From an optimization exercise on the open Yosys and OpenROAD flow, aimed at small area; shortcuts taken in it are not production practice.
No activity file was given, so power comes from the tool's default toggle rates.

Setup of build 50:
==> flow/design.v <==
module vm_core (
    input  wire         clk,
    input  wire         rst,
    input  wire [159:0] image,
    output wire [1:0]   run_state,
    output wire [1:0]   fault_kind,
    output wire [15:0]  fault_addr,
    output wire [7:0]   fault_opcode,
    output wire [2:0]   fault_op,
    output wire [15:0]  ip,
    output wire [15:0]  r1,
    output wire [15:0]  r2,
    output wire [159:0] mem
);
    localparam [3:0] ST_CLR   = 4'd0;    
    localparam [3:0] ST_FETCH = 4'd1;    
    localparam [3:0] ST_D1    = 4'd2;    
    localparam [3:0] ST_D2    = 4'd3;    
    localparam [3:0] ST_SEEK  = 4'd4;    
    localparam [3:0] ST_CMP   = 4'd5;    
    localparam [3:0] ST_EXEC  = 4'd6;    
    localparam [3:0] ST_ALIGN = 4'd7;    
    localparam [3:0] ST_DONE  = 4'd8;
    reg [159:0] m;         
    reg [4:0]   rot;
    reg [15:0]  x0, x1, x2;
    reg [3:0]   st;
    reg [3:0]   cnt;
    reg [7:0]   fb;        
    reg [2:0]   opc;
    reg [1:0]   sa;        
    reg         eq;
    reg         c, c2;
    reg [2:0]   fop;
    reg [1:0]   code;
    wire [7:0] h0 = m[7:0];
    assign ip  = x0;
    assign r1  = x1;
    assign r2  = x2;
    assign mem = m;
    wire isLD   = (opc == 3'd1);
    wire isST   = (opc == 3'd2);
    wire isADD  = (opc == 3'd3);
    wire isSUB  = (opc == 3'd4);
    wire isJMP  = (opc == 3'd5);
    wire isJE   = (opc == 3'd6);
    wire isADDI = (opc == 3'd7);
    wire [4:0] p       = x0[4:0];
    wire       ip_neg  = x0[15];
    wire       ip_past = !x0[15] && (x0[14:5] != 10'd0 || x0[4:0] >= 5'd20);
    wire       at_ip   = (rot == p);
    wire       rot0    = (rot == 5'd0);
    wire h0_legal = (h0[7:3] == 5'd0) && (h0[2:0] != 3'd0);
    wire h0_halt  = (h0 == 8'hFF);
    wire opnd_oob = (h0[2:0] == 3'd5 || h0[2:0] == 3'd6) ? (p == 5'd19) :
                    (h0[2:0] == 3'd7) ? (p >= 5'd17) : (p >= 5'd18);
    wire h0_gt2  = (h0 > 8'd2);
    wire h0_gt18 = (h0 > 8'd18);
    wire h0_gt19 = (h0 > 8'd19);
    wire a  = (sa == 2'd0) ? x0[0] : (sa == 2'd1) ? x1[0] : x2[0];
    wire bq = (h0[1:0] == 2'd0) ? x0[0] : (h0[1:0] == 2'd1) ? x1[0] : x2[0];
    wire w0 = m[0];
    wire jumping = isJMP | (isJE & eq);
    wire opA = (isLD | isJMP | isJE) ? 1'b0 : a;
    wire opB = isADD ? bq : isSUB ? ~bq : (isJMP | isJE) ? (w0 & ~cnt[3]) : w0;
    wire res = opA ^ opB ^ c;
    wire c_n = (opA & opB) | (opA & c) | (opB & c);
    wire       dst_r1 = isADD | isSUB | ((isLD | isADDI) & (sa == 2'd1));
    wire       dst_r2 = (isLD | isADDI) & (sa == 2'd2);
    wire       dst_ip = ((isLD | isADDI) & (sa == 2'd0)) | jumping;
    wire lb0 = !jumping && !isJE && !isADDI;           
    wire lb1 = !jumping && !isADDI;                     
    wire lb2 = isADDI;                                  
    wire kb  = (cnt == 4'd0) ? lb0 : (cnt == 4'd1) ? lb1 : (cnt == 4'd2) ? lb2 : 1'b0;
    wire ips = dst_ip ? res : x0[0];
    wire ipo = jumping ? res : (ips ^ kb ^ c2);
    wire c2_n = (ips & kb) | (ips & c2) | (kb & c2);
    wire clr  = (st == ST_CLR);
    wire exec = (st == ST_EXEC);
    wire shreg = clr | exec | (st == ST_CMP);
    wire in0 = clr ? 1'b0 : exec ? ipo : x0[0];
    wire in1 = clr ? 1'b0 : (exec & dst_r1) ? res : x1[0];
    wire in2 = clr ? 1'b0 : (exec & dst_r2) ? res : x2[0];
    wire eq_n = eq & (x1[0] == x2[0]);
    reg        rotate;     
    reg        wsh;        
    reg [3:0]  st_n;
    reg        fb_ld;
    reg        end_now;    
    reg [1:0]  code_n;
    reg [2:0]  fop_n;
    always @* begin
        rotate  = 1'b0;
        wsh     = 1'b0;
        st_n    = st;
        fb_ld   = 1'b0;
        end_now = 1'b0;
        code_n  = 2'd3;
        fop_n   = 3'd0;
        case (st)
            ST_CLR: if (cnt == 4'd15) st_n = ST_FETCH;
            ST_FETCH: begin
                if (ip_past) begin
                    end_now = 1'b1; code_n = 2'd2;
                end else if (ip_neg) begin
                    end_now = 1'b1; fop_n = 3'd1;
                end else if (!at_ip) begin
                    rotate = 1'b1;
                end else begin
                    fb_ld = 1'b1;
                    if (h0_halt) begin
                        end_now = 1'b1; code_n = 2'd1;
                    end else if (!h0_legal) begin
                        end_now = 1'b1; fop_n = 3'd0;
                    end else if (opnd_oob) begin
                        end_now = 1'b1; fop_n = 3'd2;
                    end else begin
                        rotate = 1'b1; st_n = ST_D1;
                    end
                end
            end
            ST_D1: begin
                if (isJMP) begin
                    if (h0_gt19) begin
                        end_now = 1'b1; fop_n = 3'd5; fb_ld = 1'b1;
                    end else st_n = ST_EXEC;
                end else if (isJE) begin
                    st_n = ST_CMP;
                end else if (h0_gt2) begin
                    end_now = 1'b1; fop_n = 3'd0;
                end else begin
                    rotate = 1'b1; st_n = ST_D2;
                end
            end
            ST_D2: begin
                if (isLD | isST) begin
                    fb_ld = 1'b1;
                    if (h0_gt18) begin
                        end_now = 1'b1; fop_n = isLD ? 3'd3 : 3'd4;
                    end else st_n = ST_SEEK;
                end else if ((isADD | isSUB) & h0_gt2) begin
                    end_now = 1'b1; fop_n = 3'd0;
                end else st_n = ST_EXEC;
            end
            ST_SEEK: begin
                if (rot == fb[4:0]) st_n = ST_EXEC;
                else rotate = 1'b1;
            end
            ST_CMP: begin
                if (cnt == 4'd15) begin
                    if (eq_n & h0_gt19) begin
                        end_now = 1'b1; fop_n = 3'd5; fb_ld = 1'b1;
                    end else st_n = ST_EXEC;
                end
            end
            ST_EXEC: begin
                wsh = !(isADD | isSUB);
                if (cnt == 4'd15) st_n = ST_FETCH;
            end
            ST_ALIGN: begin
                if (rot0) st_n = ST_DONE;
                else rotate = 1'b1;
            end
            default: ;
        endcase
        if (end_now) st_n = rot0 ? ST_DONE : ST_ALIGN;
    end
    wire [4:0] rot_inc = (rot == 5'd19) ? 5'd0 : rot + 5'd1;
    wire [159:0] m_rot = {m[7:0], m[159:8]};
    wire [15:0]  w_sh  = {(isST ? a : m[0]), m[15:1]};
    wire sel_rot  = !rst & rotate;
    wire sel_wsh  = !rst & wsh;
    wire sel_hold = !rst & !rotate;           
    wire sel_hw   = !rst & !rotate & !wsh;    
    wire [159:0] m_n = ({160{rst}} & image) | ({160{sel_rot}} & m_rot) |
                       ({144'd0, {16{sel_wsh}} & w_sh}) |
                       ({{144{sel_hold}}, {16{sel_hw}}} & m);
    always @(posedge clk) m <= m_n;
    always @(posedge clk) begin
        if (rst) begin
            rot <= 5'd0;
            st  <= ST_CLR;
            cnt <= 4'd0;
        end else begin
            if (rotate) rot <= rot_inc;
            st  <= st_n;
            cnt <= (st_n != st) ? 4'd0 : cnt + 4'd1;
        end
    end
    always @(posedge clk) begin
        if (shreg) begin
            x0 <= {in0, x0[15:1]};
            x1 <= {in1, x1[15:1]};
            x2 <= {in2, x2[15:1]};
        end
        if (fb_ld) fb <= h0;
        if (st == ST_FETCH) opc <= h0[2:0];
        if (st == ST_D1) sa <= h0[1:0];
        if (st == ST_D1) eq <= 1'b1;
        else if (st == ST_CMP) eq <= eq_n;
        if (st != ST_EXEC) begin
            c  <= (st_n == ST_EXEC) & isSUB;
            c2 <= 1'b0;
        end else begin
            c  <= c_n;
            c2 <= c2_n;
        end
        if (end_now) begin
            code <= code_n;
            fop  <= fop_n;
        end
    end
    wire done    = (st == ST_DONE);
    wire faulted = (code == 2'd3);
    wire f_ip    = (fop == 3'd1) | (fop == 3'd0 & faulted);
    wire f_fb    = (fop == 3'd2) | (fop == 3'd0 & faulted);
    assign run_state    = done ? code : 2'd0;
    assign fault_op     = fop;
    assign fault_kind   = !faulted ? 2'd0 : (fop == 3'd0) ? 2'd1 : 2'd2;
    assign fault_addr   = f_ip ? x0 : (fop == 3'd2) ? 16'd20 :
                          (fop[2] | (fop == 3'd3)) ? {8'd0, fb} : 16'd0;
    assign fault_opcode = f_fb ? fb : (fop[2] | (fop == 3'd3)) ? {5'd0, opc} : 8'd0;
endmodule
clock: 10.0 ns
lec_check: 0
abc_area: 1
cap_margin: 20
core_margin: 2
core_utilization: 30
slew_margin: 20
run.sh (not shown) runs the stock make flow with config.mk's settings and CLKGATE_MAP_FILE= SYNTH_SCRIPT=/design/flow/synth_recipe.tcl, a recipe that flattens the netlist after the stock synthesis.
Build 50 closes out successfully: all stages finished, all timing, DRC and antenna checks passed.
Changes in build 45 relative to build 50:
Settings: CTS_CLUSTER_SIZE now 14, previously not set; CTS_CLUSTER_DIAMETER now 120, previously not set; CTS_BUF_LIST now sky130_fd_sc_hd__clkbuf_8, previously not set.
==> flow/flow/run.sh (new file) <==
#!/bin/bash
export BUFFER_PORTS_ARGS="-buffer_cell sky130_fd_sc_hd__buf_1"
bash standard.sh > standard.log 2>&1
==> flow/standard.sh (new file) <==
#!/bin/bash
# synth_recipe.tcl (not shown) runs the flow's synth.tcl, then flattens the netlist and writes it again
# the make line also repeats each setting of config.mk as NAME=value (left out here)
make -C /OpenROAD-flow-scripts/flow DESIGN_CONFIG=/design/flow/config.mk WORK_HOME=/design/flow/orfs CLKGATE_MAP_FILE= SYNTH_SCRIPT=/design/flow/synth_recipe.tcl "${@:-finish}"
removed: flow/run.sh
==> comparison <==
When the final numbers for build 45 and build 50 were put side by side, the maximum operating frequency turned out to be smaller in build 50.
On sequential share of layout area, the lower figure sits with build 50, not build 45.
From build 50 to build 45 the numbers moved as follows: count of distinct cell types in the synthesized netlist comparable, cell area now smaller.
Build 50 and build 45 ended up with roughly the same via count.
Edits applied to the flow inputs when going from build 45 to build 60:
Settings: a deleted CTS_BUF_LIST that had been sky130_fd_sc_hd__clkbuf_8; a deleted CTS_CLUSTER_SIZE that had been 14; a deleted CTS_CLUSTER_DIAMETER that had been 120.
Results
Routed length on met3 of build 60 falls short of that of build 45 by a few percent. Diff build 45 -> build 60: number of global-route vias before repair rose by 136, ratio of total power to cell area rose by 9.1%, total power rose by about 14%, register-to-register setup slack fell by 0.02 ns, internal power summed over all cells rose by 380 uW. Compared with build 45, in build 60 cell area up 4.4%; clock power went up; share of power burned in the clock network rose by 9.9 points; final core utilization went up by 1.6 points.
#### Input delta (build 78 over build 60)
Settings: putting CTS_CLUSTER_SIZE at 20 where nothing was set; putting CTS_BUF_LIST at sky130_fd_sc_hd__clkbuf_16 where nothing was set; putting CTS_CLUSTER_DIAMETER at 120 where nothing was set.
==> comparison <==
Compared with build 60, build 78 ends up with less cell area. Compared with build 60, build 78 shows a higher sequential share of layout area. Going from build 60 to build 78, wire length -230 um, final weighted congestion of routability-driven global placement ~0 delta, per-cell routed wire length +about 0.6%, first-pass GRT wire length -about 0.8%. Per the comparison of build 78 with build 60, setup slack -0.021 ns, worst hold slack down 0.0034 ns.
The following lists how build 94 was set up differently from build 78:
Settings: CTS_CLUSTER_DIAMETER: 120 -> 60; CTS_CLUSTER_SIZE: 20 -> 24.
## What came out
Build 94 did not stop at any stage, and its layout met the timing, design-rule and antenna checks.
On number of buffers created by CTS, the higher figure sits with build 94, not build 78.
Compared with build 78, build 94 shows cell count higher by 26.
Setup slack in build 94 is smaller than in build 78.
The switching power of the nets of build 94 was inferior to that of build 78.
Count of vias placed by the detailed router up about 1.4% in build 94 wrt build 78
Compared with build 78, build 94 is hungrier on power.
For part of the cycle the worst path needs, build 78 and build 94 come out practically identical.
Compared build 94 vs build 78, and met3 global-route usage is up in build 94.
No run of this note included a check of the RTL's function; only the layout flow was run.

separate check: timing with driven ports:
The flow's constraints put no driver on any port. The routed layouts listed below were extracted and timed again, unchanged, in two steps.
Step 1 (the two cells are an assumption about what drives the block):
set clk [get_ports {clk}]
set_driving_cell -lib_cell sky130_fd_sc_hd__clkbuf_16 $clk
set_driving_cell -lib_cell sky130_fd_sc_hd__buf_2 [delete_from_list [all_inputs] $clk]
Step 2 times the ports against the registers' clock, not the clock port: input delays grow and output delays shrink by t, the midpoint of the rising clock arrivals with the driver on.
Slacks: no drivers / after step 1 / after step 2; pairs: no drivers / after step 1.
run | t, ns | setup WS [ns] | hold slack, ns | worst setup path at the end | latest minus earliest clock arrival (ns)
build 50 | 0.597 | 5.308 / 5.257 / 5.283 | 0.446 / 0.446 / 0.446 | input to register | 0.026 / 0.027
build 45 | 0.601 | 5.509 / 5.462 / 5.843 | 0.447 / 0.447 / 0.447 | input to register | 0.027 / 0.027
build 60 | 0.607 | 5.561 / 5.511 / 5.818 | 0.447 / 0.447 / 0.447 | input to register | 0.028 / 0.027
build 78 | 0.551 | 5.540 / 5.488 / 5.841 | 0.443 / 0.443 / 0.443 | input to register | 0.025 / 0.026
build 94 | 0.598 | 5.534 / 5.480 / 5.851 | 0.455 / 0.455 / 0.455 | input to register | 0.023 / 0.024
After both steps every run listed still meets setup and hold. The setup slack of build 50, which loses most, moves by -0.051 ns with the drivers and by -0.025 ns with both steps.
